Context: an optimization exercise on an open-source flow, tuned for small area and a short achievable clock period. The choices shown serve that exercise and are no tape-out recipe.
No run shown here included a check of the RTL's function; only the layout flow was run.
Power is estimated from default activity; no workload was simulated.

[design/flow/run.sh]
#!/bin/bash
# synth_recipe.tcl (not shown) runs the flow's synth.tcl, then flattens the netlist and writes it again
# the make line also repeats each setting of config.mk as NAME=value (left out here)
make -C /OpenROAD-flow-scripts/flow DESIGN_CONFIG=/design/flow/config.mk WORK_HOME=/design/flow/orfs CLKGATE_MAP_FILE= SYNTH_SCRIPT=/design/flow/synth_recipe.tcl finish
[design/flow/config.mk]
export PLATFORM = sky130hd
export DESIGN_NAME = frame_rx
export DESIGN_NICKNAME = frame_rx
export VERILOG_FILES = /design/flow/design.v
export SDC_FILE = /design/flow/constraint.sdc
export NUM_CORES = 4
export LEC_CHECK = 0
export CAP_MARGIN = 20
export CORE_MARGIN = 2
export CORE_UTILIZATION = 40
export SLEW_MARGIN = 20
[design/flow/constraint.sdc]
create_clock -name core_clock -period 6.0 [get_ports {clk}]
set_input_delay 1.2000 -clock core_clock [delete_from_list [all_inputs] [get_ports {clk}]]
set_output_delay 1.2000 -clock core_clock [all_outputs]
set_load 0.01 [all_outputs]
[design/flow/design.v]
module crc16_tab (
    input  wire [7:0]  x,
    output reg  [15:0] t
);
    integer k;
    always @(*) begin
        t = {x, 8'h00};
        for (k = 0; k < 8; k = k + 1)
            t = t[15] ? ((t << 1) ^ 16'h1021) : (t << 1);
    end
endmodule
module dispatch_hnd (
    input  wire [7:0] opcode,
    output reg  [3:0] handler
);
    always @(*) begin
        case (opcode)
            8'h65:   handler = 4'd1;
            8'h10:   handler = 4'd2;
            8'h22:   handler = 4'd3;
            8'h31:   handler = 4'd4;
            8'h40:   handler = 4'd5;
            8'h50:   handler = 4'd6;
            8'h7A:   handler = 4'd7;
            8'h81:   handler = 4'd8;
            default: handler = 4'd0;
        endcase
    end
endmodule
module dispatch_resp (
    input  wire [3:0] handler,
    output reg  [7:0] resp_op
);
    always @(*) begin
        case (handler)
            4'd1:    resp_op = 8'h66;
            4'd2:    resp_op = 8'h11;
            4'd3:    resp_op = 8'h23;
            4'd4:    resp_op = 8'h32;
            4'd5:    resp_op = 8'h41;
            4'd6:    resp_op = 8'h51;
            4'd7:    resp_op = 8'h7B;
            4'd8:    resp_op = 8'h82;
            default: resp_op = 8'h00;
        endcase
    end
endmodule
module frame_rx #(
    parameter MAX_FRAME_LEN = 256
) (
    input  wire        clk,
    input  wire        rst,
    input  wire        start,
    input  wire [1:0]  cfg_fmt,       
    input  wire        cfg_srv,       
    input  wire [15:0] cfg_tmo,       
    input  wire [15:0] cfg_fixlen,    
    input  wire        rx_valid,
    input  wire [7:0]  rx_data,
    output wire        rx_ready,
    input  wire        tick,
    input  wire        fault,
    output wire        awaiting_body,
    output wire        res_valid,
    output wire [3:0]  res_code,
    output wire [3:0]  res_cause,
    output wire [7:0]  res_rxst,
    output wire [15:0] rx_count,
    output wire [15:0] rx_lenfield,
    output wire [15:0] target,
    output wire [15:0] idle_count,
    output wire [15:0] field_rcv,
    output wire [15:0] field_calc,
    output wire [1:0]  dcode,
    output wire [7:0]  handler,
    output wire [7:0]  resp_op,
    output wire [7:0]  req_op,
    output wire        disp_ok,
    output wire [7:0]  disp_handler
);
    localparam S_OK        = 4'd0;
    localparam S_DEVSTAT   = 4'd1;
    localparam S_TIMEOUT   = 4'd2;
    localparam S_INTEGRITY = 4'd3;
    localparam S_LENREJ    = 4'd4;
    localparam S_TFAULT    = 4'd5;
    localparam S_CMD_OP    = 4'd6;
    localparam S_CMD_LEN   = 4'd7;
    localparam S_NONE      = 4'd15;
    localparam DC_NONE    = 2'd0;
    localparam DC_OK      = 2'd1;
    localparam DC_UNKNOWN = 2'd2;
    localparam DC_BADLEN  = 2'd3;
    reg        active;       
    reg        fzb;          
    reg        ffix;         
    reg        dsp;          
    reg [15:0] tmo;          
    reg [15:0] acc;          
    reg [15:0] frcv;         
    reg        done;         
    reg [7:0]  b0;
    reg [3:0]  hnd;          
    reg [7:0]  b5;
    reg [15:0] lf;           
    reg [3:0]  rs;           
    reg [7:0]  rxst;
    reg [8:0]  cnt;
    reg [8:0]  tgt;
    reg [15:0] idle;
    reg [1:0]  dc;
    wire ge3    = (|cnt[8:2]) | (cnt[1] & cnt[0]);
    wire rs_cmd = rs[2] & rs[1] & ~rs[3];
    wire rs_len = rs_cmd & rs[0];
    wire [7:0] rom_resp;
    dispatch_resp u_resp (.handler(hnd), .resp_op(rom_resp));
    assign rx_ready      = active;
    assign awaiting_body = active & ge3;
    assign res_valid     = ~active & ~rs[3];
    assign res_code      = {rs[3:1], rs[0] & ~rs_len};
    assign res_cause     = {2'b00, rs_len, rs_cmd};
    assign res_rxst      = rxst;
    assign rx_count      = {7'd0, cnt};
    assign rx_lenfield   = lf & {16{ge3}};
    assign target        = {7'd0, tgt};
    assign idle_count    = idle;
    assign field_rcv     = frcv & {16{done}};
    assign field_calc    = acc & {16{done}};
    assign dcode         = dc;
    assign handler       = {4'd0, hnd & {4{dc[0]}}};
    assign resp_op       = rom_resp & {8{dc[0]}};
    assign req_op        = b0 & {8{dc[0] | dc[1]}};
    assign disp_ok       = dc[0] & ~dc[1];
    assign disp_handler  = {4'd0, hnd & {4{dc[0] & ~dc[1]}}};
    wire [7:0] b = rx_data;
    wire i0 = (cnt == 9'd0);
    wire i1 = (cnt == 9'd1);
    wire i2 = (cnt == 9'd2);
    wire i3 = (cnt == 9'd3);
    wire i4 = (cnt == 9'd4);
    wire i5 = (cnt == 9'd5);
    wire [8:0] cnt1 = cnt + 9'd1;
    wire       last = (cnt1 == tgt);           
    wire [15:0] t_acc, t_b;
    crc16_tab u_ta (.x(acc[15:8]), .t(t_acc));
    crc16_tab u_tb (.x(b & {8{~(i3 | i4)}}), .t(t_b));
    wire [15:0] crc_next = {acc[7:0], 8'h00} ^ t_acc ^ t_b;
    wire [7:0] sum_next = acc[7:0] + acc[15:8];
    wire       valid = fzb ? (b == ~sum_next) : (crc_next == frcv);
    wire [7:0] status = i5 ? b : b5;
    wire       st_ok  = fzb | (status == 8'h00);
    wire [7:0] b1 = lf[15:8];
    wire       len_gt256 = (|b1[7:1]) | (b1[0] & (|b));
    wire       len_lt6   = ~(|b1) & (b < 8'd6);
    wire       len_gt252 = (|b1) | (b > 8'd252);
    wire       len_zero  = ~(|b1) & ~(|b);
    wire       len_bad   = fzb ? (len_zero | len_gt252) : (len_lt6 | len_gt256);
    wire [8:0] len_tgt   = fzb ? ({1'b0, b} + 9'd4) : {b1[0], b};
    reg in_range;
    always @(*) begin
        case (hnd)
            4'd1:    in_range = (tgt == 9'd7);
            4'd2:    in_range = (tgt == 9'd6);
            4'd3:    in_range = (tgt <= 9'd10);
            4'd4:    in_range = (tgt == 9'd8);
            4'd5:    in_range = 1'b1;
            4'd6:    in_range = (tgt >= 9'd10) & (tgt <= 9'd70);
            4'd7:    in_range = (tgt >= 9'd14) & (tgt <= 9'd22);
            default: in_range = 1'b0;
        endcase
    end
    wire [3:0] b_hnd;
    dispatch_hnd u_hnd (.opcode(b), .handler(b_hnd));
    wire [15:0] idle1   = idle + 16'd1;
    wire        tmo_hit = (idle1 == tmo);
    wire fixlen_bad = (cfg_fixlen < 16'd6) || (cfg_fixlen > MAX_FRAME_LEN);
    always @(posedge clk) begin
        if (rst) begin
            active <= 1'b0;
            done   <= 1'b0;
            rs     <= S_NONE;
            rxst   <= 8'd0;
            cnt    <= 9'd0;
            tgt    <= 9'd0;
            idle   <= 16'd0;
            dc     <= DC_NONE;
        end else if (!active) begin
            if (start) begin
                if (cfg_fmt == 2'd3) begin
                    rs   <= S_CMD_OP;
                    rxst <= 8'd0;
                end else if (cfg_fmt == 2'd2 && fixlen_bad) begin
                    rs   <= S_CMD_LEN;
                    rxst <= 8'd0;
                end else begin
                    active <= 1'b1;
                    fzb    <= (cfg_fmt == 2'd1);
                    ffix   <= (cfg_fmt == 2'd2);
                    dsp    <= cfg_srv & (cfg_fmt != 2'd1);
                    tmo    <= {cfg_tmo[15:1], cfg_tmo[0] | ~(|cfg_tmo[15:1])};
                    acc    <= (cfg_fmt == 2'd1) ? 16'h0000 : 16'hFFFF;
                    done   <= 1'b0;
                    cnt    <= 9'd0;
                    tgt    <= (cfg_fmt == 2'd2) ? cfg_fixlen[8:0] : 9'd0;
                    idle   <= 16'd0;
                    dc     <= DC_NONE;
                end
            end
        end else if (fault) begin
            active <= 1'b0;
            rs     <= S_TFAULT;
            rxst   <= 8'd0;
        end else if (rx_valid) begin
            cnt  <= cnt1;
            idle <= 16'd0;
            if (i0) begin
                b0  <= b;
                hnd <= b_hnd;
            end
            if (i1) lf[15:8] <= b;
            if (i2) lf[7:0]  <= b;
            if (i3) frcv[15:8] <= b;
            if (i4) frcv[7:0]  <= b;
            if (i5) b5 <= b;
            if (!fzb)
                acc <= crc_next;
            else if (ge3)
                acc <= {b, sum_next};
            if (i2 && !ffix) begin
                if (len_bad) begin
                    active <= 1'b0;
                    rs     <= S_LENREJ;
                    rxst   <= 8'd0;
                end else begin
                    tgt <= len_tgt;
                end
            end
            if (last) begin
                active <= 1'b0;
                done   <= 1'b1;
                if (fzb) begin
                    frcv <= {8'h00, b};
                    acc  <= {8'h00, ~sum_next};
                end
                if (!valid) begin
                    rs   <= S_INTEGRITY;
                    rxst <= 8'd0;
                end else if (st_ok) begin
                    rs   <= S_OK;
                    rxst <= 8'd0;
                end else begin
                    rs   <= S_DEVSTAT;
                    rxst <= status;
                end
                if (valid && dsp)
                    dc <= (hnd == 4'd0) ? DC_UNKNOWN : in_range ? DC_OK : DC_BADLEN;
            end
        end else if (tick) begin
            if (tmo_hit) begin
                active <= 1'b0;
                rs     <= S_TIMEOUT;
                rxst   <= 8'd0;
            end else begin
                idle <= idle1;
            end
        end
    end
endmodule
==> results of run 1 <==
## synth_stat cells, drive strengths merged, types with 18 or more instances
library cell  number  area (µm²)
ha                20         250
nand4             22         153
a21oi             62         318
and2              76         477
xor2              23         209
nor2b             20         125
edfxtp            87        2610
dfxtp             58        1160
inv               43         161
nand3             18        95.1
buf               55         357
nor4              22         171
xnor2             70         636
nor3              24         125
mux2i             21         210
clkbuf            45         169
nand2             65         244
o21ai             50         250
nor2             102         383
## worst max-delay path: cells and delay by family
| family | cells | cell delay, ns |
|---|---|---|
| AOI/OAI and AO/OA | 6 | 1.63 |
| and+or+nand+nor | 3 | 0.95 |
| buffers and inverters | 3 | 0.78 |
| adders and majority gates | 1 | 0.24 |
## power breakdown
group          internal (mW)  switching (mW)
registers               1.07          0.0299
clock network          0.675           0.463
logic                  0.173           0.207
total                   1.92           0.700
## metrics by stage
stage               hold WS [ns]  setup WS, ns
finish                     0.470          1.54
global route               0.493          1.25
CTS                        0.475          1.61
detailed placement         0.445          1.19
global placement           0.454          1.27
floorplan                  0.450          2.22
## cells by family (layout without fill, tap and decap cells)
group | after synthesis | count (layout) | synth area share
simple gates | 403 | 403 | 0.223
compound gates | 221 | 221 | 0.151
flops | 145 | 145 | 0.386
buf+inv | 143 | 265 | 0.0702
xor+xnor | 103 | 103 | 0.109
mux | 30 | 30 | 0.0322
fa+ha+maj | 21 | 21 | 0.0276
other cells | 1 | 24 | 0.000384
## flip-flops by register name, indices dropped and copies added (netlist names), 9 cells and up
name	count
acc	16
idle	16
cnt	9
tmo	16
frcv	16
lf	16
tgt	9
## area by class of cell
cell class,instances,share of cell area
clock buffers,19,0.0362
flip-flops and latches,145,0.308
repair buffers,190,0.152
clock inverters,13,0.0146
multi-input cells,802,0.442
well taps,324,0.0331
inverters,43,0.0132
## routing by layer
layer / global-route usage / part of all wire
met5: 0 / 0
met4: 0.0688 / 0.020
met3: 0.0390 / 0.063
met2: 0.353 / 0.45
met1: 0.326 / 0.47
## worst min path at each step
stage / depth (start not counted) / start / slack, ns / to
global placement: 1 / rxst[1] / 0.45 / rxst[1]
finish: 1 / rxst[7] / 0.47 / rxst[7]
global route: 1 / rxst[0] / 0.49 / rxst[0]
CTS: 1 / rxst[0] / 0.47 / rxst[0]
floorplan: 2 / rs[3] / 0.45 / rs[3]
detailed placement: 1 / rxst[1] / 0.45 / rxst[1]
==> flow_metrics.tcl, run 1 <==
set metrics [dict create \
    grt_use_total 0.228 \
    synth_edf_count 87 \
    avgRoutedWirePerCell_um 19.0 \
    cp-endpoint "rxst[2]" \
    nNetsFinal 1269 \
    grt_max_degree 46 \
    final.setup.tns_ns 0 \
    synth_seq_cells 145 \
    cts_tree "done" \
    antenna_cells 0 \
    core_area_mm2 0.0242 \
    place_hpwl_um 21200 \
    ys_warn_count 4 \
    crit_chain "clkdlybuf4s50_1 -> buf_4 -> inv_1 -> ha_1 -> or3b_2 -> o21ai_0 -> nand4_1 -> a211oi_1 -> o21ai_0 -> a21o_1 -> o22ai_2 -> and2_1 -> o2bb2ai_1" \
    syn2layout_area_growth_pct 25.2 \
    grt_pass1_vias 8049 \
    critPathSlowestCell "a211oi_1" \
    vias 8379 \
    setup_viol 0 \
    grt_pass1_wl_um 45900 \
    dr.pass1.iters 6 \
    post-cts-setup-buffers 0 \
    startpoint_type "input port" \
    relSlewSlack 0.365 \
    final_cell_mix "clkdlybuf4s50_1, nor2_1, edfxtp_1" \
    initial_core_util 0.404 \
    synth_ff_type "edfxtp_1" \
    place_inst 1504 \
    ys_types 80 \
    cpPeakStageDelay_ns 0.59 \
    num_rows 57 \
    grt_setup_unrepaired "false" \
    hold_buffers 0 \
    drcViolationCount 0 \
    routabilityCongestion 0.881 \
    multi_input_area_mm2 0.00541 \
    p_per_area_mw_per_mm2 214 \
    final_core_util 0.506 \
    ff2ff_setup_slack_ns 1.78 \
    regArea_mm2 0.00377 \
    slew_viol_final 0 \
    die_w_um 160 \
    power_mw 2.62 \
    ys_seq_area_frac 0.386 \
    outcome "complete, no violations" \
    dpl_cell_area_mm2 0.0116 \
    die_h_um 160 \
    synthCells 1067 \
    path_common_cell "o21ai_0" \
    final_common_cell "clkdlybuf4s50_1" \
    final.min_clock_period_ns 4.46 \
    clk_latency_ns 0.43 \
    cts_resized 0 \
    p_leak_nw 4.37 \
    via_per_inst 5.46 \
    htreeDepth 4 \
    max_cap_violations 0 \
    numCtsBuffers 17 \
    stdcell_count 1536 \
    fin_skew_ns 0.0108 \
    worstReg2RegStart "cnt[1]" \
    async_flop_share 0 \
    io_buffers 174 \
    antenna_left 0 \
    fill_cells 2279 \
    worstPathRequired_ns 6.35 \
    drive_above_1_share 0.0743 \
    reg2reg_depth 10 \
    path_max_fanout 13 \
    crit_path_end_kind "flip-flop" \
    critPathArrivalTime_ns 4.81 \
    crit_start "rx_data[3]" \
    post-route-cell-area_mm2 0.0122 \
    globalRouteOverflowTotal 0 \
    ios 199 \
    syn_avg_cell_area_um2 9.16 \
    antenna_found_initial 0 \
    ir_worst_vdd_mv 0.174 \
    hp-class "flip-flop to flip-flop" \
    die-area_mm2 0.0257 \
    drt_iter0_markers 705 \
    finalHoldViolCount 0 \
    routed_wl_um 29200 \
    critPathKind "input port to flip-flop" \
    max_freq_mhz 224 \
    r2r_end "rxst[3]" \
    worst_pin_slew_ns 0.953 \
    clkTransAtPathRegs_ns 0.07 \
    clock_sinks 145 \
    syn_area_mm2 0.00978 \
    clk_path_buf_depth 2 \
    root_buffer "clkbuf_16" \
    timing.final.crit_share 0.744 \
]
==> run 2: changes to the inputs <==
--- a/design/flow/config.mk
+++ b/design/flow/config.mk
@@ -6,6 +6,8 @@
 export NUM_CORES = 4
 export LEC_CHECK = 0
+export ABC_CLOCK_PERIOD_IN_PS = 3000
 export CAP_MARGIN = 20
 export CORE_MARGIN = 2
 export CORE_UTILIZATION = 40
+export SETUP_SLACK_MARGIN = 3.0
 export SLEW_MARGIN = 20
==> run 2 against run 1 <==
Net effect:
- combinational power is 31% higher
- register-to-register slack gained 1.2 ns
- critical path depth shrank 7
- via count rose by 8.4%
- final cell count rose by 6.1%
- still clean on timing, DRC and antenna
- flip-flop and latch count is the same
- wire length is 12% higher
- first-iteration DRC count grew 1.8%
- synthesized area stayed put
- largest power group unchanged
- hold slack gained 0.0054 ns
==> flow_metrics.tcl, run 2 <==
set metrics [dict create \
    initial_core_util 0.404 \
    ys_warn_count 4 \
    nNetsFinal 1361 \
    syn2layout_area_growth_pct 44.1 \
    timing.final.crit_share 0.548 \
    dr.pass1.iters 6 \
    synth_top_area_share 0.267 \
    synth_ff_type "edfxtp_1" \
    htreeDepth 4 \
    drcViolationCount 0 \
    synth_edf_count 87 \
    place_hpwl_um 21500 \
    ios 199 \
    max_cap_violations 0 \
    hp-class "flip-flop to flip-flop" \
    slew_viol_final 0 \
    grt_use_total 0.244 \
    avgRoutedWirePerCell_um 20.1 \
    synth_top_cell_by_area "edfxtp_1" \
    outcome "complete, no violations" \
    power_mw 2.84 \
    max_freq_mhz 304 \
    final_core_util 0.583 \
    intPower_mw 2.09 \
    antenna_left 0 \
    root_buffer "clkbuf_16" \
    finalHoldViolCount 0 \
    ir_worst_vdd_mv 0.194 \
    grt_setup_unrepaired "true" \
    clk_path_buf_depth 2 \
    final.setup.tns_ns 0 \
    grt_pass1_wl_um 49100 \
    drt_iter0_markers 718 \
    post-route-cell-area_mm2 0.0141 \
    clock_sinks 145 \
    numCtsBuffers 17 \
    die-area_mm2 0.0257 \
    startpoint_type "flip-flop" \
    synth_seq_cells 145 \
    critPathKind "flip-flop to output port" \
    p_sw_mw 0.745 \
    cts_tree "done" \
    seqPwrFrac 0.387 \
    crit_path_end_kind "output port" \
    yosysMostFrequentCell "nor2_1" \
    num_rows 57 \
    hold_buffers 0 \
    synthCells 1067 \
    worstPathRequired_ns 4.80 \
    path_max_fanout 5 \
    core_area_mm2 0.0242 \
    ys_top_cells_by_count "nor2_1, edfxtp_1, and2_1" \
    ys_seq_area_frac 0.386 \
    fin_skew_ns 0.00781 \
    p_per_area_mw_per_mm2 201 \
    relSlewSlack 0.161 \
    syn_area_mm2 0.00978 \
    dpl_cell_area_mm2 0.0117 \
    routed_wl_um 32700 \
    drive_above_1_share 0.262 \
    clkTransAtPathRegs_ns 0.06 \
    die_w_um 160 \
    p_leak_nw 5.29 \
    grt_pass1_vias 8531 \
    antenna_found_initial 1 \
    ff2ff_setup_slack_ns 2.97 \
    grt_max_degree 47 \
    vias 9081 \
    final_common_cell "clkdlybuf4s50_1" \
    critPathArrivalTime_ns 2.09 \
    io_buffers 174 \
    globalRouteOverflowTotal 0 \
    final.min_clock_period_ns 3.29 \
    clkPwrFrac 0.437 \
    syn_avg_cell_area_um2 9.16 \
    sw_frac_of_total 0.263 \
    ys_types 80 \
    async_flop_share 0 \
    clk_latency_ns 0.44 \
    worst_pin_slew_ns 1.25 \
    setup_viol 0 \
    p_comb_frac 0.176 \
    routabilityCongestion 0.907 \
    via_per_inst 5.57 \
    final_cell_mix "clkdlybuf4s50_1, nor2_1, edfxtp_1" \
    synthTopCellsByArea "edfxtp_1, dfxtp_1, xnor2_1" \
    die_h_um 160 \
]
==> run 2: per-layer routing <==
layer	wire length, µm	global-route usage	part of all wire
met1	13900	0.318	0.42
met2	15600	0.398	0.48
met3	2060	0.0514	0.063
met4	1100	0.0954	0.034
met5	0	0	0
==> run 2: path summary, 6_finish.rpt <==
check / cells after the start / start / end
worst max-delay path: 6 / cnt[4] / rx_lenfield[10]
worst min-delay path: 1 / rxst[1] / rxst[1]
worst max register to register: 12 / acc[9] / rxst[0]
worst min register to register: 1 / rxst[1] / rxst[1]
==> run 2: worst max-delay path, stage by stage, from the launching register on <==
cell and delay (ns):
dfxtp_4 0.35, nor4_4 0.32, nand2_2 0.18, or3_4 0.40
buf_6 0.14, and2_4 0.15, buf_6 0.11
==> run 2: power by group through the flow <==
stage	Sequential, mW	Combinational (mW)	Clock, mW
global route	1.10	0.532	1.29
floorplan	1.11	0.291	0
CTS	1.10	0.453	1.24
finish	1.10	0.499	1.24
detailed placement	1.13	0.386	0
global placement	1.13	0.384	0
==> run 2: final cells by class <==
type	count	area [µm²]
Sequential cell	145	3820
Timing Repair Buffer	277	2780
Tap cell	324	405
Antenna cell	1	2.50
Fill cell	2048	10100
Clock inverter	14	236
Inverter	43	184
Multi-Input combinational cell	807	6240
Clock buffer	18	429
==> run 2: through the flow <==
stage	hold slack [ns]	std cells	setup WS, ns
6_report	0.475	1629	2.71
3_5_place_dp	0.452	1498	1.41
5_1_grt	0.493	1628	2.65
3_3_place_gp	0.451	1498	1.51
2_1_floorplan	0.450	1090	2.76
4_1_cts	0.473	1592	2.65
==> run 2: repair_timing <==
action	CTS	global route
pin swaps	40	44
gates resized for setup	233	111
setup endpoints to repair	230	142
buffers inserted	55	34
gates cloned	7	2
==> run 2: cell families after synthesis <==
| kind of cell | after synthesis | synth area share |
|---|---|---|
| muxes | 30 | 0.0322 |
| AOI/OAI and AO/OA | 221 | 0.151 |
| DFF | 145 | 0.386 |
| buffers and inverters | 143 | 0.0702 |
| xor gates and xnor gates | 103 | 0.109 |
| other | 1 | 0.000384 |
| adders and majority gates | 21 | 0.0276 |
| and+or+nand+nor | 403 | 0.223 |
==> run 3: changes to the inputs <==
--- a/design/flow/config.mk
+++ b/design/flow/config.mk
@@ -6,8 +6,8 @@
 export NUM_CORES = 4
 export LEC_CHECK = 0
-export ABC_CLOCK_PERIOD_IN_PS = 3000
+export ABC_CLOCK_PERIOD_IN_PS = 2500
 export CAP_MARGIN = 20
 export CORE_MARGIN = 2
-export CORE_UTILIZATION = 40
-export SETUP_SLACK_MARGIN = 3.0
+export CORE_UTILIZATION = 60
+export SETUP_SLACK_MARGIN = 3.5
 export SLEW_MARGIN = 20
==> run 3 against run 2 <==
Net effect:
- the run now fails in 5_1_grt
- synthesized cell count unchanged
- synthesized area did not move
==> flow_metrics.tcl, run 3 <==
set metrics [dict create \
    ys_top_cells_by_count "nor2_1, edfxtp_1, and2_1" \
    initial_core_util 0.616 \
    htreeDepth 4 \
    synth_ff_type "edfxtp_1" \
    io_buffers 174 \
    error "[ERROR DPL-0038] Utilization greater than 100%, impossible to legalize" \
    synth_xor_xnor_area_share 0.109 \
    synth_top_cell_by_area "edfxtp_1" \
    yosys.area_share.simple 0.223 \
    die_w_um 132 \
    ys_seq_area_frac 0.386 \
    synthMuxAreaShare 0.0322 \
    synth_edf_count 87 \
    clock_sinks 145 \
    preCtsSetupSlack_ns 1.44 \
    clk_path_buf_depth 2 \
    synthCells 1067 \
    routabilityCongestion 0.939 \
    ys_types 80 \
    grt-worst-endpoint "rx_lenfield[8]" \
    ios 199 \
    yosysMostFrequentCell "nor2_1" \
    dpl_cell_area_mm2 0.0118 \
    num_rows 46 \
    root_buffer "clkbuf_16" \
    synth_seq_cells 145 \
    synth_top_family_by_area "simple AND/OR/NAND/NOR gates" \
    synthAdderAreaFrac 0.0276 \
    syn_area_mm2 0.00978 \
    grt_max_degree 47 \
    async_flop_share 0 \
    haltStage "5_1_grt" \
    place_hpwl_um 20500 \
    die_h_um 132 \
    synthTopCellsByArea "edfxtp_1, dfxtp_1, xnor2_1" \
    outcome "stopped before the end" \
    synth_compound_area_frac 0.151 \
    endpoint_type "primary output" \
    ys_warn_count 4 \
    syn_avg_cell_area_um2 9.16 \
    numCtsBuffers 17 \
    synth_top_area_share 0.267 \
]
run 3: what timing repair did:
action,4_1_cts
hold buffers,0
cloned,16
gates resized for setup,698
pin swaps,95
setup buffers,164
setup endpoints to repair,315
run 3: logic make-up after synthesis:
| logic type | Yosys count |
|---|---|
| simple gates | 403 |
| compound gates | 221 |
| other cells | 1 |
| mux | 30 |
| fa+ha+maj | 21 |
| xor+xnor | 103 |
| flops | 145 |
| buf+inv | 143 |
run 3: per-stage QoR:
stage | total power, mW | instances | utilization | hold slack, ns
after CTS | 2.69 | 1601 | 0.928 | 0.475
after floorplan | 1.42 | 1090 | - | 0.459
after global placement | 1.51 | 1389 | 0.745 | 0.449
after detailed placement | 1.52 | 1389 | 0.745 | 0.446
run 3: power groups by stage:
stage | sequential (mW) | combinational, mW | clock (mW)
floorplan | 1.11 | 0.304 | 0
global placement | 1.12 | 0.388 | 0
detailed placement | 1.12 | 0.393 | 0
CTS | 1.09 | 0.539 | 1.06
run 3: how the worst max path moves through the flow:
stage	start	end	slack, ns	cells past startpoint
2_1_floorplan	rx_data[3]	rxst[0]	2.76	13
3_3_place_gp	rx_data[5]	rxst[5]	1.54	10
3_5_place_dp	rx_data[5]	rxst[3]	1.44	10
4_1_cts	cnt[4]	rx_lenfield[8]	2.62	6
==> run 4: changes to the inputs <==
==> design/flow/flow/run.sh (new file) <==
#!/bin/bash
# Standard layout, with the port buffers made of plain buf cells instead of
# the delay buffers buffer_ports picks by default. Every port still gets one.
set -euo pipefail
export BUFFER_PORTS_ARGS="-buffer_cell sky130_fd_sc_hd__buf_2"
bash standard.sh > flow_make.log 2>&1
==> design/flow/standard.sh (new file) <==
#!/bin/bash
# synth_recipe.tcl (not shown) runs the flow's synth.tcl, then flattens the netlist and writes it again
# the make line also repeats each setting of config.mk as NAME=value (left out here)
make -C /OpenROAD-flow-scripts/flow DESIGN_CONFIG=/design/flow/config.mk WORK_HOME=/design/flow/orfs CLKGATE_MAP_FILE= SYNTH_SCRIPT=/design/flow/synth_recipe.tcl "${@:-finish}"
--- a/design/flow/config.mk
+++ b/design/flow/config.mk
@@ -6,8 +6,8 @@
 export NUM_CORES = 4
 export LEC_CHECK = 0
-export ABC_CLOCK_PERIOD_IN_PS = 2500
+export ABC_CLOCK_PERIOD_IN_PS = 3000
 export CAP_MARGIN = 20
 export CORE_MARGIN = 2
-export CORE_UTILIZATION = 60
-export SETUP_SLACK_MARGIN = 3.5
+export CORE_UTILIZATION = 40
+export SETUP_SLACK_MARGIN = 3.0
 export SLEW_MARGIN = 20
removed: design/flow/run.sh
==> run 4 against run 3 <==
Net effect:
- the run now finishes clean
- synthesized cell count unchanged
- synthesized area unchanged
==> flow_metrics.tcl, run 4 <==
set metrics [dict create \
    outcome "complete, no violations" \
    synth_ff_type "edfxtp_1" \
    ys_seq_area_frac 0.386 \
    final.min_clock_period_ns 3.23 \
    place_hpwl_um 20700 \
    fin_skew_ns 0.0135 \
    critPathSlowestCell "or3_4" \
    avgRoutedWirePerCell_um 19.4 \
    yosysMostFrequentCell "nor2_1" \
    max_cap_violations 0 \
    final_cell_mix "buf_2, nor2_1, edfxtp_1" \
    die_w_um 160 \
    wl_met3_um 2390 \
    grt_use_total 0.229 \
    num_rows 57 \
    clock_sinks 145 \
    crit_chain "nor4_4 -> nand2_2 -> or3_4 -> and2_4 -> buf_6" \
    slew_viol_final 0 \
    hold_end "rxst[6]" \
    ff2ff_setup_slack_ns 3.06 \
    route.met2.wl_um 14800 \
    grt_setup_unrepaired "true" \
    final.setup.tns_ns 0 \
    critPathArrivalTime_ns 2.03 \
    htreeDepth 4 \
    worstHoldStart "rxst[6]" \
    numCtsBuffers 17 \
    antenna_found_initial 1 \
    antenna_left 0 \
    drt_iter0_markers 724 \
    ys_warn_count 4 \
    setup_viol 0 \
    fill_cells 2157 \
    p_leak_nw 5.30 \
    hp-class "flip-flop to flip-flop" \
    dr.pass1.iters 5 \
    nNetsFinal 1339 \
    synthTopCellsByArea "edfxtp_1, dfxtp_1, xnor2_1" \
    syn_area_mm2 0.00978 \
    reg2reg_depth 10 \
    cts_tree "done" \
    cpPeakStageDelay_ns 0.42 \
    syn_avg_cell_area_um2 9.16 \
    power_mw 2.65 \
    synth_top_cell_by_area "edfxtp_1" \
    synth_edf_count 87 \
    initial_core_util 0.404 \
    finalHoldViolCount 0 \
    die-area_mm2 0.0257 \
    hold_ws_ns 0.473 \
    stdcell_count 1607 \
    ys_types 80 \
    clkTransAtPathRegs_ns 0.06 \
    p_per_area_mw_per_mm2 204 \
    die_h_um 160 \
    io_buffers 174 \
    ys_top_cells_by_count "nor2_1, edfxtp_1, and2_1" \
    synth_seq_cells 145 \
    r2r_end "rxst[6]" \
    worst_pin_slew_ns 0.844 \
    drcViolationCount 0 \
    clk_latency_ns 0.44 \
    crit_path_end_kind "output port" \
    async_flop_share 0 \
    path_max_fanout 7 \
    relSlewSlack 0.430 \
    routabilityCongestion 0.883 \
    via_per_inst 5.52 \
    drive_above_1_share 0.348 \
    synth_top_area_share 0.267 \
    routed_wl_um 31200 \
    hold_buffers 0 \
    m1WireLength_um 13200 \
    hold_depth 1 \
    synthCells 1067 \
    ios 199 \
    routed.top_layer "met4" \
    ir_worst_vdd_mv 0.156 \
    final_common_cell "buf_2" \
    grt_pass1_vias 7899 \
    worstPathRequired_ns 4.80 \
    worstReg2RegStart "acc[12]" \
    vias 8875 \
    startpoint_type "flip-flop" \
    globalRouteOverflowTotal 0 \
    root_buffer "clkbuf_16" \
    place_inst 1496 \
    core_area_mm2 0.0242 \
    post-route-cell-area_mm2 0.0130 \
    critPathKind "flip-flop to output port" \
    max_freq_mhz 309 \
    grt_pass1_wl_um 46100 \
    grt_max_degree 47 \
    dpl_cell_area_mm2 0.0108 \
    clk_path_buf_depth 2 \
    syn2layout_area_growth_pct 32.7 \
    timing.final.crit_share 0.539 \
]
==> run 4: cell counts after synthesis <==
No cell type changed its count.
==> run 4: timing repair <==
item,CTS,global route
pin swaps,36,44
buffers inserted,32,38
endpoints found under the setup margin,148,90
resized for setup,91,104
cloned,3,5
==> run 4: final cells by class <==
cell class	count	area, µm²	share of cell area
diodes	1	2.50	0.000193
clock buffers	22	497	0.0383
clock inverters	10	96.3	0.00742
inverters	43	186	0.0144
multi-input cells	805	6150	0.474
flip-flops and latches	145	3810	0.294
well taps	324	405	0.0312
repair buffers	257	1830	0.141
==> run 4: critical path: cells and delay by family (launching register included) <==
kind	cells	cell delay [ns]
buffers and inverters	1	0.11
and+or+nand+nor	4	1.14
DFF	1	0.35
==> run 4: where the power goes <==
group	switching (mW)	internal, mW
Sequential	0.0294	1.07
Combinational	0.246	0.219
Clock	0.451	0.636
Total	0.727	1.93
==> run 4: through the flow <==
step / util / setup WS [ns]
floorplan: - / 2.76
global placement: 0.448 / 2.10
CTS: 0.499 / 2.80
global route: 0.537 / 2.73
detailed placement: 0.448 / 2.06
finish: 0.537 / 2.77
==> run 4: cell families (layout without fill, tap and decap cells) <==
kind of cell	Yosys count	in the layout	share of synthesized area
adders and majority gates	21	21	0.0276
and+or+nand+nor	403	406	0.223
other	1	25	0.000384
AOI/OAI and AO/OA	221	221	0.151
DFF	145	145	0.386
muxes	30	30	0.0322
buffers and inverters	143	332	0.0702
xor gates and xnor gates	103	103	0.109
==> run 4: per-layer routing <==
layer  GRT usage  vias to the layer above
met5           0                        -
met4      0.0774                        0
met1       0.319                     4228
met2       0.363                      406
li1            -                     4187
met3      0.0390                       54
==> run 4: worst max-delay path by stage <==
| stage | from | to | slack [ns] | cells past startpoint |
|---|---|---|---|---|
| 3_5_place_dp | rx_data[1] | rxst[6] | 2.06 | 10 |
| 2_1_floorplan | rx_data[3] | rxst[0] | 2.76 | 13 |
| 5_1_grt | cnt[4] | rx_lenfield[13] | 2.73 | 5 |
| 4_1_cts | cnt[6] | rx_lenfield[8] | 2.80 | 5 |
| 6_report | cnt[4] | rx_lenfield[13] | 2.77 | 5 |
| 3_3_place_gp | rx_data[1] | rxst[5] | 2.10 | 10 |
==> run 5: changes to the inputs <==
--- a/design/flow/design.v
+++ b/design/flow/design.v
@@ -9,4 +9,19 @@
             t = t[15] ? ((t << 1) ^ 16'h1021) : (t << 1);
     end
+endmodule
+module crc16_last (
+    input  wire [15:0] c,
+    input  wire [15:0] r,
+    output wire [7:0]  d_want,
+    output wire        c_ok
+);
+    wire [7:0] y = r[7:0];
+    wire [7:0] v = {y[7] ^ y[2], y[6] ^ y[1], y[5] ^ y[0], y[4],
+                    y[7] ^ y[3] ^ y[2], y[6] ^ y[2] ^ y[1], y[5] ^ y[1] ^ y[0],
+                    y[4] ^ y[0]};
+    wire [7:0] k = {y[3], y[2], y[1], y[7] ^ y[2] ^ y[0], y[6] ^ y[1],
+                    y[5] ^ y[0], y[4], y[3]};
+    assign d_want = c[15:8] ^ v;
+    assign c_ok   = (c[7:0] == (r[15:8] ^ k));
 endmodule
 module dispatch_hnd (
@@ -100,4 +115,7 @@
     reg [15:0] frcv;         
     reg        done;         
+    reg        ge3;          
+    reg        lastb;        
+    reg        tmo_hit;      
     reg [7:0]  b0;
     reg [3:0]  hnd;          
@@ -110,5 +128,4 @@
     reg [15:0] idle;
     reg [1:0]  dc;
-    wire ge3    = (|cnt[8:2]) | (cnt[1] & cnt[0]);
     wire rs_cmd = rs[2] & rs[1] & ~rs[3];
     wire rs_len = rs_cmd & rs[0];
@@ -141,5 +158,5 @@
     wire i5 = (cnt == 9'd5);
     wire [8:0] cnt1 = cnt + 9'd1;
-    wire       last = (cnt1 == tgt);           
+    wire       last = lastb;
     wire [15:0] t_acc, t_b;
     crc16_tab u_ta (.x(acc[15:8]), .t(t_acc));
@@ -147,5 +164,8 @@
     wire [15:0] crc_next = {acc[7:0], 8'h00} ^ t_acc ^ t_b;
     wire [7:0] sum_next = acc[7:0] + acc[15:8];
-    wire       valid = fzb ? (b == ~sum_next) : (crc_next == frcv);
+    wire [7:0] crc_want;
+    wire       crc_ok;
+    crc16_last u_last (.c(acc), .r(frcv), .d_want(crc_want), .c_ok(crc_ok));
+    wire       valid = fzb ? (b == ~sum_next) : ((b == crc_want) & crc_ok);
     wire [7:0] status = i5 ? b : b5;
     wire       st_ok  = fzb | (status == 8'h00);
@@ -173,5 +193,5 @@
     dispatch_hnd u_hnd (.opcode(b), .handler(b_hnd));
     wire [15:0] idle1   = idle + 16'd1;
-    wire        tmo_hit = (idle1 == tmo);
+    wire [15:0] tmo_in  = {cfg_tmo[15:1], cfg_tmo[0] | ~(|cfg_tmo[15:1])};
     wire fixlen_bad = (cfg_fixlen < 16'd6) || (cfg_fixlen > MAX_FRAME_LEN);
     always @(posedge clk) begin
@@ -185,4 +205,5 @@
             idle   <= 16'd0;
             dc     <= DC_NONE;
+            ge3    <= 1'b0;
         end else if (!active) begin
             if (start) begin
@@ -198,5 +219,8 @@
                     ffix   <= (cfg_fmt == 2'd2);
                     dsp    <= cfg_srv & (cfg_fmt != 2'd1);
-                    tmo    <= {cfg_tmo[15:1], cfg_tmo[0] | ~(|cfg_tmo[15:1])};
+                    tmo    <= tmo_in;
+                    tmo_hit <= ~(|cfg_tmo[15:1]);
+                    ge3    <= 1'b0;
+                    lastb  <= 1'b0;
                     acc    <= (cfg_fmt == 2'd1) ? 16'h0000 : 16'hFFFF;
                     done   <= 1'b0;
@@ -214,4 +238,7 @@
             cnt  <= cnt1;
             idle <= 16'd0;
+            tmo_hit <= (tmo == 16'd1);
+            if (i2) ge3 <= 1'b1;
+            lastb <= (cnt + 9'd2 == tgt) & ~i2;
             if (i0) begin
                 b0  <= b;
@@ -263,4 +290,5 @@
             end else begin
                 idle <= idle1;
+                tmo_hit <= (idle1 + 16'd1 == tmo);
             end
         end
==> run 5 against run 4 <==
Net effect:
- die area is 4.4% higher
- still clean
- critical path depth grew 6
- critical endpoint is now lastb
- count of clock-buffer cells in the layout unchanged
- synthesized cell count rose by 5.2%
==> flow_metrics.tcl, run 5 <==
set metrics [dict create \
    yosys.area_share.simple 0.233 \
    ios 199 \
    critPathKind "input port to flip-flop" \
    antenna_left 0 \
    critPathSlowestCell "or4_4" \
    die_w_um 164 \
    critPathArrivalTime_ns 3.46 \
    synthTopCellsByArea "edfxtp_1, dfxtp_1, xnor2_1" \
    dr.pass1.iters 5 \
    grt_pass1_vias 8404 \
    grt_pass1_wl_um 48700 \
    grt_setup_unrepaired "true" \
    hold_end "rxst[2]" \
    sw_frac_of_total 0.272 \
    finalHoldViolCount 0 \
    fin_skew_ns 0.0150 \
    num_rows 58 \
    startpoint_type "input port" \
    intPower_mw 1.90 \
    async_flop_share 0 \
    hold_depth 1 \
    worstHoldStart "rxst[2]" \
    cts_tree "done" \
    drive_above_1_share 0.279 \
    setup_slack_ns 2.69 \
    setup_viol 0 \
    avgRoutedWirePerCell_um 19.8 \
    preCtsSetupSlack_ns 1.98 \
    place_hpwl_um 22000 \
    hold_ws_ns 0.492 \
    crit_path_end_kind "flip-flop" \
    p_leak_nw 5.17 \
    slew_viol_final 0 \
    ys_types 81 \
    antenna_cells 0 \
    die-area_mm2 0.0268 \
    p_per_area_mw_per_mm2 204 \
    clkTransAtPathRegs_ns 0.07 \
    initial_core_util 0.407 \
    vias 9262 \
    routabilityCongestion 0.832 \
    max_cap_violations 0 \
    r2r_end "rxst[0]" \
    hp-class "flip-flop to flip-flop" \
    final.setup.tns_ns 0 \
    final.min_clock_period_ns 3.31 \
    synthMuxAreaShare 0.0382 \
    numCtsBuffers 17 \
    grt_max_degree 42 \
    core_area_mm2 0.0251 \
    drcViolationCount 0 \
    crit_family "simple AND/OR/NAND/NOR gates" \
    drt_iter0_markers 950 \
    ys_warn_count 4 \
    die_h_um 164 \
    worstReg2RegStart "cnt[4]" \
    root_buffer "clkbuf_16" \
    htreeDepth 4 \
    timing.final.crit_share 0.552 \
    crit_buf_inv 4 \
    p_sw_mw 0.709 \
    synth_ff_type "edfxtp_1" \
    ff2ff_setup_slack_ns 3.04 \
    synth_seq_cells 148 \
    synthAdderAreaFrac 0.0289 \
    clkPwrFrac 0.420 \
    hold_buffers 0 \
    ir_worst_vdd_mv 0.179 \
    synth_top_family_by_area "simple AND/OR/NAND/NOR gates" \
    routed_wl_um 32500 \
    nNetsFinal 1374 \
    seqPwrFrac 0.432 \
    synth_edf_count 89 \
    io_buffers 174 \
    reg2reg_depth 7 \
    cpPeakStageDelay_ns 0.53 \
    outcome "complete, no violations" \
    synth_top_cell_by_area "edfxtp_1" \
    path_max_fanout 8 \
    p_comb_frac 0.148 \
    ys_top_cells_by_count "edfxtp_1, nor2_1, a21oi_1" \
    crit_chain "buf_6 -> or4_4 -> o31a_1 -> o31ai_4 -> buf_4 -> buf_6 -> nand2_8 -> nand2_4 -> nand2_4 -> nor2_4 -> clkbuf_16" \
    clk_latency_ns 0.44 \
    ys_seq_area_frac 0.377 \
    antenna_found_initial 0 \
    syn_area_mm2 0.0102 \
    grt_use_total 0.237 \
    syn_avg_cell_area_um2 9.11 \
    final_cell_mix "buf_2, edfxtp_1, nor2_1" \
    syn2layout_area_growth_pct 25.1 \
    synthCells 1122 \
    final_common_cell "buf_2" \
    clock_sinks 148 \
    worstPathRequired_ns 6.15 \
    synth_compound_area_frac 0.151 \
    worst_pin_slew_ns 0.997 \
    globalRouteOverflowTotal 0 \
    clk_path_buf_depth 2 \
    synth_xor_xnor_area_share 0.114 \
    relSlewSlack 0.318 \
    max_freq_mhz 302 \
    synth_top_area_share 0.262 \
    via_per_inst 5.63 \
]
-- run 5: changes by cell type in the layout (fill, tap and decap cells not counted), sizes merged, moves of 9 or more --
cell / previous run / this run
a31oi: 17 / 8
xor2: 23 / 51
nand3: 18 / 35
inv: 46 / 22
nand2b: 3 / 13
nor3: 24 / 15
nor2: 102 / 90
a21oi: 62 / 81
buf: 253 / 231
o211ai: 17 / 2
-- run 5: worst max-delay path by stage --
stage                             start     end  slack (ns)  cells past startpoint
final                     cfg_fixlen[5]   lastb        2.69                     11
after global routing      cfg_fixlen[5]  cnt[8]        2.65                     11
after CTS                 cfg_fixlen[4]   rs[1]        2.76                      9
after detailed placement  cfg_fixlen[3]  acc[0]        1.98                      8
after global placement    cfg_fixlen[3]  acc[9]        2.06                      8
after floorplan           cfg_fixlen[3]   rs[1]        2.50                      8
-- run 5: cells by family (layout without fill, tap and decap cells) --
group | Yosys count | after routing
buffers and inverters | 118 | 288
xor gates and xnor gates | 130 | 130
muxes | 37 | 37
and+or+nand+nor | 432 | 432
other | 1 | 24
DFF | 148 | 148
AOI/OAI and AO/OA | 233 | 233
adders and majority gates | 23 | 23
-- run 5: power groups by stage --
stage	clock network [mW]	registers, mW	logic [mW]
3_3_place_gp	0	1.15	0.309
6_report	1.10	1.13	0.387
3_5_place_dp	0	1.15	0.313
2_1_floorplan	0	1.13	0.244
5_1_grt	1.14	1.13	0.419
4_1_cts	1.10	1.13	0.355
-- run 5: final cells by class --
type / instances / area [µm²]
clock inverter: 10 / 95.1
inverter: 22 / 88.8
fill: 2373 / 12300
sequential: 148 / 3870
tap: 330 / 413
clock buffer: 22 / 497
timing repair buffer: 234 / 1590
multi-input combinational: 879 / 6230
-- run 5: worst reg2reg max path, cell delays in order, from the launching register on --
cell      delay [ns]
dfxtp_1         0.41
or4_4           0.63
nor2_1          0.12
nand4b_1        0.49
mux2i_1         0.47
a31oi_1         0.21
and3_1          0.32
a22o_1          0.22
-- run 5: metrics by stage --
step / utilization / instances / area [µm²] / power, mW
floorplan: - / 1145 / 10400 / 1.38
global placement: 0.447 / 1561 / 11200 / 1.46
finish: 0.509 / 1645 / 12800 / 2.61
CTS: 0.494 / 1625 / 12400 / 2.58
global route: 0.509 / 1645 / 12800 / 2.69
detailed placement: 0.447 / 1561 / 11200 / 1.46
-- run 5: routing by layer --
| layer | wire (µm) | vias to the layer above | GRT usage |
|---|---|---|---|
| met5 | 0 | - | 0 |
| met4 | 777 | 0 | 0.0770 |
| met3 | 2420 | 54 | 0.0447 |
| met2 | 14700 | 391 | 0.357 |
| met1 | 14700 | 4460 | 0.341 |
| li1 | - | 4357 | - |
-- run 5: what timing repair did --
| item | CTS | global route |
|---|---|---|
| pin swaps | 20 | 22 |
| setup buffers | 30 | 18 |
| endpoints found under the setup margin | 111 | 134 |
| gates cloned | 2 | 2 |
| resized for setup | 70 | 56 |
==> run 6: changes to the inputs <==
==> design/flow/run.sh (new file) <==
#!/bin/bash
# synth_recipe.tcl (not shown) runs the flow's synth.tcl, then flattens the netlist and writes it again
# the make line also repeats each setting of config.mk as NAME=value (left out here)
make -C /OpenROAD-flow-scripts/flow DESIGN_CONFIG=/design/flow/config.mk WORK_HOME=/design/flow/orfs CLKGATE_MAP_FILE= SYNTH_SCRIPT=/design/flow/synth_recipe.tcl finish
removed: design/flow/flow/run.sh
removed: design/flow/standard.sh
==> run 6 against run 5 <==
Net effect:
- largest cell class unchanged
- sequential share of layout area down 2.1 points
- register-to-register slack barely moved
- sequential power is essentially flat
- critical path type unchanged
- largest power group unchanged
- utilization is 3.9 points higher
- via count increased by 0.21%
==> flow_metrics.tcl, run 6 <==
set metrics [dict create \
    grt_use_met3 0.0402 \
    final_cell_mix "clkdlybuf4s50_1, edfxtp_1, nor2_1" \
    antenna_left 0 \
    cts_tree "done" \
    slew_viol_final 0 \
    crit_start "rx_data[0]" \
    relSlewSlack 0.358 \
    r2r_end "rxst[6]" \
    critPathArrivalTime_ns 3.55 \
    fill_cells 2290 \
    outcome "complete, no violations" \
    setup_viol 0 \
    antenna_found_initial 1 \
    cpPeakStageDelay_ns 0.55 \
    num_rows 58 \
    grt-busiest-layer "met2" \
    clkTransAtPathRegs_ns 0.07 \
    via_per_inst 5.60 \
    startpoint_type "input port" \
    ys_top_cells_by_count "edfxtp_1, nor2_1, a21oi_1" \
    timing.final.crit_share 0.544 \
    core_area_mm2 0.0251 \
    die_h_um 164 \
    hold_buffers 0 \
    grt.met2_usage 0.377 \
    vias 9281 \
    avgRoutedWirePerCell_um 20.1 \
    routed_wl_um 33400 \
    ys_seq_area_frac 0.377 \
    die_w_um 164 \
    clock_sinks 148 \
    hold_depth 1 \
    place_hpwl_um 22500 \
    p_comb_frac 0.157 \
    hold_ws_ns 0.500 \
    die-area_mm2 0.0268 \
    p_per_area_mw_per_mm2 192 \
    dr.pass1.iters 6 \
    final.min_clock_period_ns 3.26 \
    cp-endpoint "tgt[7]" \
    reg2reg_depth 9 \
    numCtsBuffers 17 \
    hp-class "flip-flop to flip-flop" \
    max_cap_violations 0 \
    grt_pass1_vias 8642 \
    path_depth 12 \
    synth_seq_cells 148 \
    crit_buf_inv 6 \
    drive_above_1_share 0.175 \
    intPower_mw 1.95 \
    seqPwrFrac 0.426 \
    synthCells 1122 \
    ff2ff_setup_slack_ns 3.05 \
    sw_frac_of_total 0.263 \
    ir_worst_vdd_mv 0.182 \
    synth_top_cell_by_area "edfxtp_1" \
    synth_edf_count 89 \
    grt_setup_unrepaired "true" \
    crit_path_end_kind "flip-flop" \
    clk_path_buf_depth 2 \
    path_max_fanout 8 \
    grt_use_total 0.242 \
    syn2layout_area_growth_pct 34.6 \
    nNetsFinal 1386 \
    final.setup.tns_ns 0 \
    synthTopCellsByArea "edfxtp_1, dfxtp_1, xnor2_1" \
    finalHoldViolCount 0 \
    initial_core_util 0.407 \
    globalRouteOverflowTotal 0 \
    max_freq_mhz 307 \
    clkPwrFrac 0.417 \
    htreeDepth 4 \
    final_common_cell "clkdlybuf4s50_1" \
    worst_pin_slew_ns 0.962 \
    syn_avg_cell_area_um2 9.11 \
    fin_skew_ns 0.0144 \
    grt_max_degree 41 \
    ios 199 \
    syn_area_mm2 0.0102 \
    ys_types 81 \
    p_leak_nw 5.00 \
    worstReg2RegStart "acc[1]" \
    synth_top_area_share 0.262 \
    use_met1 0.352 \
    clk_latency_ns 0.43 \
    crit_family "simple AND/OR/NAND/NOR gates" \
    p_sw_mw 0.696 \
    path_common_cell "buf_6" \
    io_buffers 174 \
    crit_chain "buf_6 -> buf_12 -> or4_4 -> nor3b_4 -> mux2i_1 -> nand4_2 -> buf_6 -> o41ai_4 -> buf_4 -> buf_8 -> buf_6 -> a211oi_2" \
    worstPathRequired_ns 6.29 \
    root_buffer "clkbuf_16" \
    critPathSlowestCell "or4_4" \
    drt_iter0_markers 730 \
    grt_pass1_wl_um 50100 \
    async_flop_share 0 \
    routabilityCongestion 0.872 \
    ys_warn_count 4 \
    drcViolationCount 0 \
    synth_ff_type "edfxtp_1" \
    critPathKind "input port to flip-flop" \
]
[run 6: cell counts after synthesis]
No cell type changed its count.
[run 6: logic make-up (layout without fill, tap and decap cells)]
family          Yosys count  after routing  synth area share
simple gates            432            432             0.233
fa+ha+maj                23             23            0.0289
xor+xnor                130            130             0.114
mux                      37             38            0.0382
buf+inv                 118            299            0.0573
compound gates          233            233             0.151
flops                   148            148             0.377
other cells               1             25          0.000367
[run 6: how the worst min path moves through the flow]
stage | from | end
after detailed placement | rxst[4] | rxst[4]
after CTS | rxst[0] | rxst[0]
final | rxst[1] | rxst[1]
after global placement | rxst[1] | rxst[1]
after floorplan | rs[3] | rs[3]
after global routing | rxst[1] | rxst[1]
[run 6: final cells by class]
type / count / area [µm²] / area share
Timing Repair Buffer: 245 / 2490 / 0.181
Tap cell: 330 / 413 / 0.0300
Clock inverter: 13 / 158 / 0.0115
Clock buffer: 19 / 433 / 0.0315
Antenna cell: 1 / 2.50 / 0.000182
Multi-Input combinational cell: 880 / 6300 / 0.458
Inverter: 22 / 85.1 / 0.00619
Sequential cell: 148 / 3880 / 0.282
[run 6: timing repair]
action	CTS	global route
resized for setup	143	53
setup endpoints to repair	188	107
setup buffers	34	20
hold endpoints to repair	0	0
pin swaps	27	14
gates cloned	3	1
[run 6: layer usage]
metal | wire length (µm) | part of all wire
met1 | 15400 | 0.46
met2 | 15200 | 0.46
met3 | 2230 | 0.067
met4 | 568 | 0.017
met5 | 0 | 0
[run 6: worst reg2reg max path, cell delays in order (launching register included)]
cell and delay, ns:
edfxtp_1 0.55, ha_1 0.36, a21o_1 0.20, a211o_1 0.30
a21oi_1 0.30, o2bb2ai_1 0.25, xnor2_1 0.12, a32o_2 0.32
and3_1 0.25, a22o_1 0.21
[run 6: per-stage QoR]
stage	util	std cells	instance area (µm²)	worst slack [ns]	power (mW)
floorplan	-	1145	10400	2.50	1.38
global placement	0.484	1567	12100	1.66	1.50
detailed placement	0.484	1567	12100	1.54	1.50
CTS	0.534	1636	13400	2.74	2.63
global route	0.548	1657	13800	2.70	2.72
finish	0.548	1658	13800	2.74	2.64
[run 6: power groups by stage]
stage / Combinational (mW) / Sequential (mW) / Clock (mW)
finish: 0.415 / 1.13 / 1.10
global route: 0.447 / 1.13 / 1.15
CTS: 0.396 / 1.13 / 1.11
detailed placement: 0.346 / 1.15 / 0
global placement: 0.343 / 1.15 / 0
floorplan: 0.244 / 1.13 / 0
==> run 7: changes to the inputs <==
--- a/design/flow/design.v
+++ b/design/flow/design.v
@@ -163,18 +163,20 @@
     crc16_tab u_tb (.x(b & {8{~(i3 | i4)}}), .t(t_b));
     wire [15:0] crc_next = {acc[7:0], 8'h00} ^ t_acc ^ t_b;
-    wire [7:0] sum_next = acc[7:0] + acc[15:8];
+    wire [7:0] sum_next = acc[7:0] + b;
     wire [7:0] crc_want;
     wire       crc_ok;
     crc16_last u_last (.c(acc), .r(frcv), .d_want(crc_want), .c_ok(crc_ok));
-    wire       valid = fzb ? (b == ~sum_next) : ((b == crc_want) & crc_ok);
+    wire       valid = fzb ? (b == ~acc[7:0]) : ((b == crc_want) & crc_ok);
     wire [7:0] status = i5 ? b : b5;
     wire       st_ok  = fzb | (status == 8'h00);
     wire [7:0] b1 = lf[15:8];
-    wire       len_gt256 = (|b1[7:1]) | (b1[0] & (|b));
-    wire       len_lt6   = ~(|b1) & (b < 8'd6);
-    wire       len_gt252 = (|b1) | (b > 8'd252);
-    wire       len_zero  = ~(|b1) & ~(|b);
-    wire       len_bad   = fzb ? (len_zero | len_gt252) : (len_lt6 | len_gt256);
-    wire [8:0] len_tgt   = fzb ? ({1'b0, b} + 9'd4) : {b1[0], b};
+    wire       b1_zero   = ~(|b1);
+    wire       b1_one    = (b1 == 8'd1);
+    wire       std_ok    = (b1_zero & (b >= 8'd6)) | (b1_one & ~(|b));
+    wire       zb_ok     = b1_zero & (|b) & (b <= 8'd252);
+    wire       len_bad   = fzb ? ~zb_ok : ~std_ok;
+    wire [8:0] std_tgt   = {b1[0], b} & {9{std_ok}};
+    wire [8:0] zb_tgt    = ({1'b0, b} + 9'd4) & {9{zb_ok}};
+    wire [8:0] len_tgt   = fzb ? zb_tgt : std_tgt;
     reg in_range;
     always @(*) begin
@@ -253,5 +255,5 @@
                 acc <= crc_next;
             else if (ge3)
-                acc <= {b, sum_next};
+                acc[7:0] <= sum_next;
             if (i2 && !ffix) begin
                 if (len_bad) begin
@@ -259,7 +261,6 @@
                     rs     <= S_LENREJ;
                     rxst   <= 8'd0;
-                end else begin
-                    tgt <= len_tgt;
-                end
+                end
+                tgt <= len_tgt;
             end
             if (last) begin
@@ -268,5 +269,5 @@
                 if (fzb) begin
                     frcv <= {8'h00, b};
-                    acc  <= {8'h00, ~sum_next};
+                    acc  <= {8'h00, ~acc[7:0]};
                 end
                 if (!valid) begin
==> design/flow/flow/run.sh (new file) <==
#!/bin/bash
# Standard layout, with the port buffers made of plain buf cells instead of
# the delay buffers buffer_ports picks by default. Every port still gets one.
set -euo pipefail
export BUFFER_PORTS_ARGS="-buffer_cell sky130_fd_sc_hd__buf_2"
bash standard.sh > flow_make.log 2>&1
==> design/flow/standard.sh (new file) <==
#!/bin/bash
# synth_recipe.tcl (not shown) runs the flow's synth.tcl, then flattens the netlist and writes it again
# the make line also repeats each setting of config.mk as NAME=value (left out here)
make -C /OpenROAD-flow-scripts/flow DESIGN_CONFIG=/design/flow/config.mk WORK_HOME=/design/flow/orfs CLKGATE_MAP_FILE= SYNTH_SCRIPT=/design/flow/synth_recipe.tcl "${@:-finish}"
removed: design/flow/run.sh
==> run 7 against run 6 <==
Net effect:
- via count is 2.0% lower
- flip-flop and latch count stayed put
- clock skew is 0.0015 ns higher
- fmax is 5.1% higher
- still clean
- non-clock buffer count is 18 lower
- largest cell class unchanged
==> flow_metrics.tcl, run 7 <==
set metrics [dict create \
    route.met2.wl_um 13500 \
    synth_ff_type "edfxtp_1" \
    via_per_inst 5.54 \
    yosysMostFrequentCell "nand2_1" \
    path_max_fanout 7 \
    hold_buffers 0 \
    antenna_found_initial 2 \
    dr.pass1.iters 5 \
    routabilityCongestion 0.868 \
    synth_top_area_share 0.264 \
    final.min_clock_period_ns 3.10 \
    cts_tree "done" \
    synth_edf_count 89 \
    grt_pass1_wl_um 46300 \
    final_core_util 0.501 \
    ys_seq_area_frac 0.381 \
    nNetsFinal 1369 \
    finalHoldViolCount 0 \
    wl_met3_um 2510 \
    routed.top_layer "met4" \
    drive_above_1_share 0.289 \
    synthCells 1125 \
    ios 199 \
    syn2layout_area_growth_pct 24.0 \
    drt_iter0_markers 739 \
    num_rows 58 \
    vias 9095 \
    htreeDepth 4 \
    clk_path_buf_depth 2 \
    outcome "complete, no violations" \
    syn_area_mm2 0.0101 \
    grt_pass1_vias 8047 \
    ys_top_cells_by_count "nand2_1, edfxtp_1, nor2_1" \
    async_flop_share 0 \
    synth_top_cell_by_area "edfxtp_1" \
    grt_setup_unrepaired "true" \
    die_h_um 163 \
    routed_wl_um 30900 \
    root_buffer "clkbuf_16" \
    relSlewSlack 0.430 \
    numCtsBuffers 17 \
    clock_sinks 148 \
    synthTopCellsByArea "edfxtp_1, dfxtp_1, xnor2_1" \
    ff2ff_setup_slack_ns 2.94 \
    fin_skew_ns 0.0159 \
    dpl_cell_area_mm2 0.0112 \
    io_buffers 174 \
    die_w_um 163 \
    setup_viol 0 \
    die-area_mm2 0.0266 \
    p_per_area_mw_per_mm2 203 \
    m1WireLength_um 14500 \
    critPathKind "input port to flip-flop" \
    crit_path_end_kind "flip-flop" \
    post-route-cell-area_mm2 0.0125 \
    slew_viol_final 0 \
    clkTransAtPathRegs_ns 0.07 \
    startpoint_type "input port" \
    max_freq_mhz 322 \
    syn_avg_cell_area_um2 8.99 \
    antenna_left 0 \
    critPathArrivalTime_ns 3.40 \
    ir_worst_vdd_mv 0.152 \
    initial_core_util 0.404 \
    clk_latency_ns 0.44 \
    drcViolationCount 0 \
    grt_max_degree 46 \
    final_common_cell "buf_2" \
    hp-class "flip-flop to flip-flop" \
    avgRoutedWirePerCell_um 18.8 \
    p_leak_nw 5.03 \
    ys_warn_count 4 \
    place_hpwl_um 21600 \
    ys_types 85 \
    final.setup.tns_ns 0 \
    core_area_mm2 0.0250 \
    worstPathRequired_ns 6.30 \
    grt_use_total 0.226 \
    timing.final.crit_share 0.517 \
    final_cell_mix "buf_2, nand2_1, edfxtp_1" \
    globalRouteOverflowTotal 0 \
    synth_seq_cells 148 \
    worst_pin_slew_ns 0.852 \
    max_cap_violations 0 \
]
run 7: changes by cell type after synthesis, sizes merged, moves of 6 or more:
cell / delta
a21oi: -27
clkbuf: +6
xnor2: -12
a22o: -7
nor3: +8
nand3: +7
o21ai: +6
mux2i: -7
nand2: +30
inv: +8
run 7: critical path: stages:
cell,delay [ns]
buf_6,0.09
or4_4,0.55
a2111oi_4,0.30
o31a_1,0.35
buf_4,0.19
a21oi_4,0.05
or2_4,0.30
buf_4,0.15
a22oi_2,0.15
nor2_1,0.06
run 7: final cells by class:
| class | instances | area, µm² |
|---|---|---|
| diodes | 2 | 5.00 |
| clock inverters | 15 | 134 |
| multi-input cells | 874 | 6130 |
| clock buffers | 17 | 425 |
| flip-flops and latches | 148 | 3870 |
| fillers | 2297 | 12500 |
| repair buffers | 227 | 1450 |
| well taps | 330 | 413 |
| inverters | 29 | 124 |
run 7: through the flow:
| step | cells | hold slack (ns) | worst slack [ns] | power, mW |
|---|---|---|---|---|
| global route | 1640 | 0.550 | 2.83 | 2.62 |
| global placement | 1560 | 0.496 | 1.98 | 1.45 |
| finish | 1642 | 0.519 | 2.90 | 2.54 |
| detailed placement | 1560 | 0.504 | 1.92 | 1.45 |
| floorplan | 1148 | 0.442 | 2.64 | 1.37 |
| CTS | 1620 | 0.524 | 2.90 | 2.52 |
run 7: final timing paths:
| kind | start | depth (start not counted) | to |
|---|---|---|---|
| worst min-delay path | rxst[4] | 2 | rxst[4] |
| worst max register to register | idle[0] | 9 | tmo_hit |
| worst min register to register | rxst[4] | 2 | rxst[4] |
| worst max-delay path | cfg_fixlen[6] | 10 | rxst[6] |
run 7: power breakdown:
group / internal, mW / switching, mW / leakage, nW
Clock: 0.573 / 0.473 / 0.267
Combinational: 0.162 / 0.204 / 3.47
Sequential: 1.09 / 0.0353 / 1.29
run 7: cells by family after synthesis:
| group | count (synthesis) | share of synthesized area |
|---|---|---|
| other | 1 | 0.000371 |
| AOI/OAI and AO/OA | 211 | 0.143 |
| DFF | 148 | 0.381 |
| and+or+nand+nor | 465 | 0.247 |
| muxes | 28 | 0.0294 |
| buffers and inverters | 130 | 0.0634 |
| adders and majority gates | 23 | 0.0292 |
| xor gates and xnor gates | 119 | 0.107 |
run 7: what timing repair did:
item                       in CTS  in global routing
gates resized for setup        45                 60
gates cloned                    4                  0
buffers inserted               24                 20
setup endpoints to repair      86                 90
pin swaps                      15                 22
run 7: per-layer routing:
metal,track usage,up-vias
li1,-,4310
met1,0.328,4360
met2,0.333,388
met3,0.0551,37
met4,0.0636,0
met5,0,-

## separate check: timing with driven ports
The flow's constraints put no driver on any port. The routed layouts listed below were extracted and timed again, unchanged, in two steps.
Step 1 (the two cells are an assumption about what drives the block):
set clk [get_ports {clk}]
set_driving_cell -lib_cell sky130_fd_sc_hd__clkbuf_16 $clk
set_driving_cell -lib_cell sky130_fd_sc_hd__buf_2 [delete_from_list [all_inputs] $clk]
Step 2 also shifts input and output timing later by t, the mid clock arrival at the registers, as if the neighbouring blocks saw the same clock.
Three values: no drivers, after step 1, after step 2; two values: the first two.
| run | t, ns | setup slack, ns | worst hold slack (ns) | worst setup path at the end | worst data-port slew with drivers (ns) |
|---|---|---|---|---|---|
| run 1 | 0.471 | 1.536 / 1.558 / 1.087 | 0.470 / 0.470 / 0.470 | input to register | 0.06 |
| run 2 | 0.480 | 2.713 / 2.666 / 2.373 | 0.475 / 0.475 / 0.475 | input to register | 0.06 |
| run 4 | 0.474 | 2.769 / 2.723 / 2.441 | 0.473 / 0.473 / 0.473 | input to register | 0.16 |
| run 5 | 0.479 | 2.689 / 2.705 / 2.226 | 0.492 / 0.492 / 0.492 | input to register | 0.16 |
| run 6 | 0.473 | 2.737 / 2.757 / 2.284 | 0.500 / 0.500 / 0.500 | input to register | 0.09 |
| run 7 | 0.482 | 2.897 / 2.914 / 2.432 | 0.519 / 0.519 / 0.519 | input to register | 0.09 |
After both steps setup and hold are still met in every run listed. For run 7, which loses most, drivers alone change the setup slack by +0.017 ns; drivers and shift together by -0.465 ns.
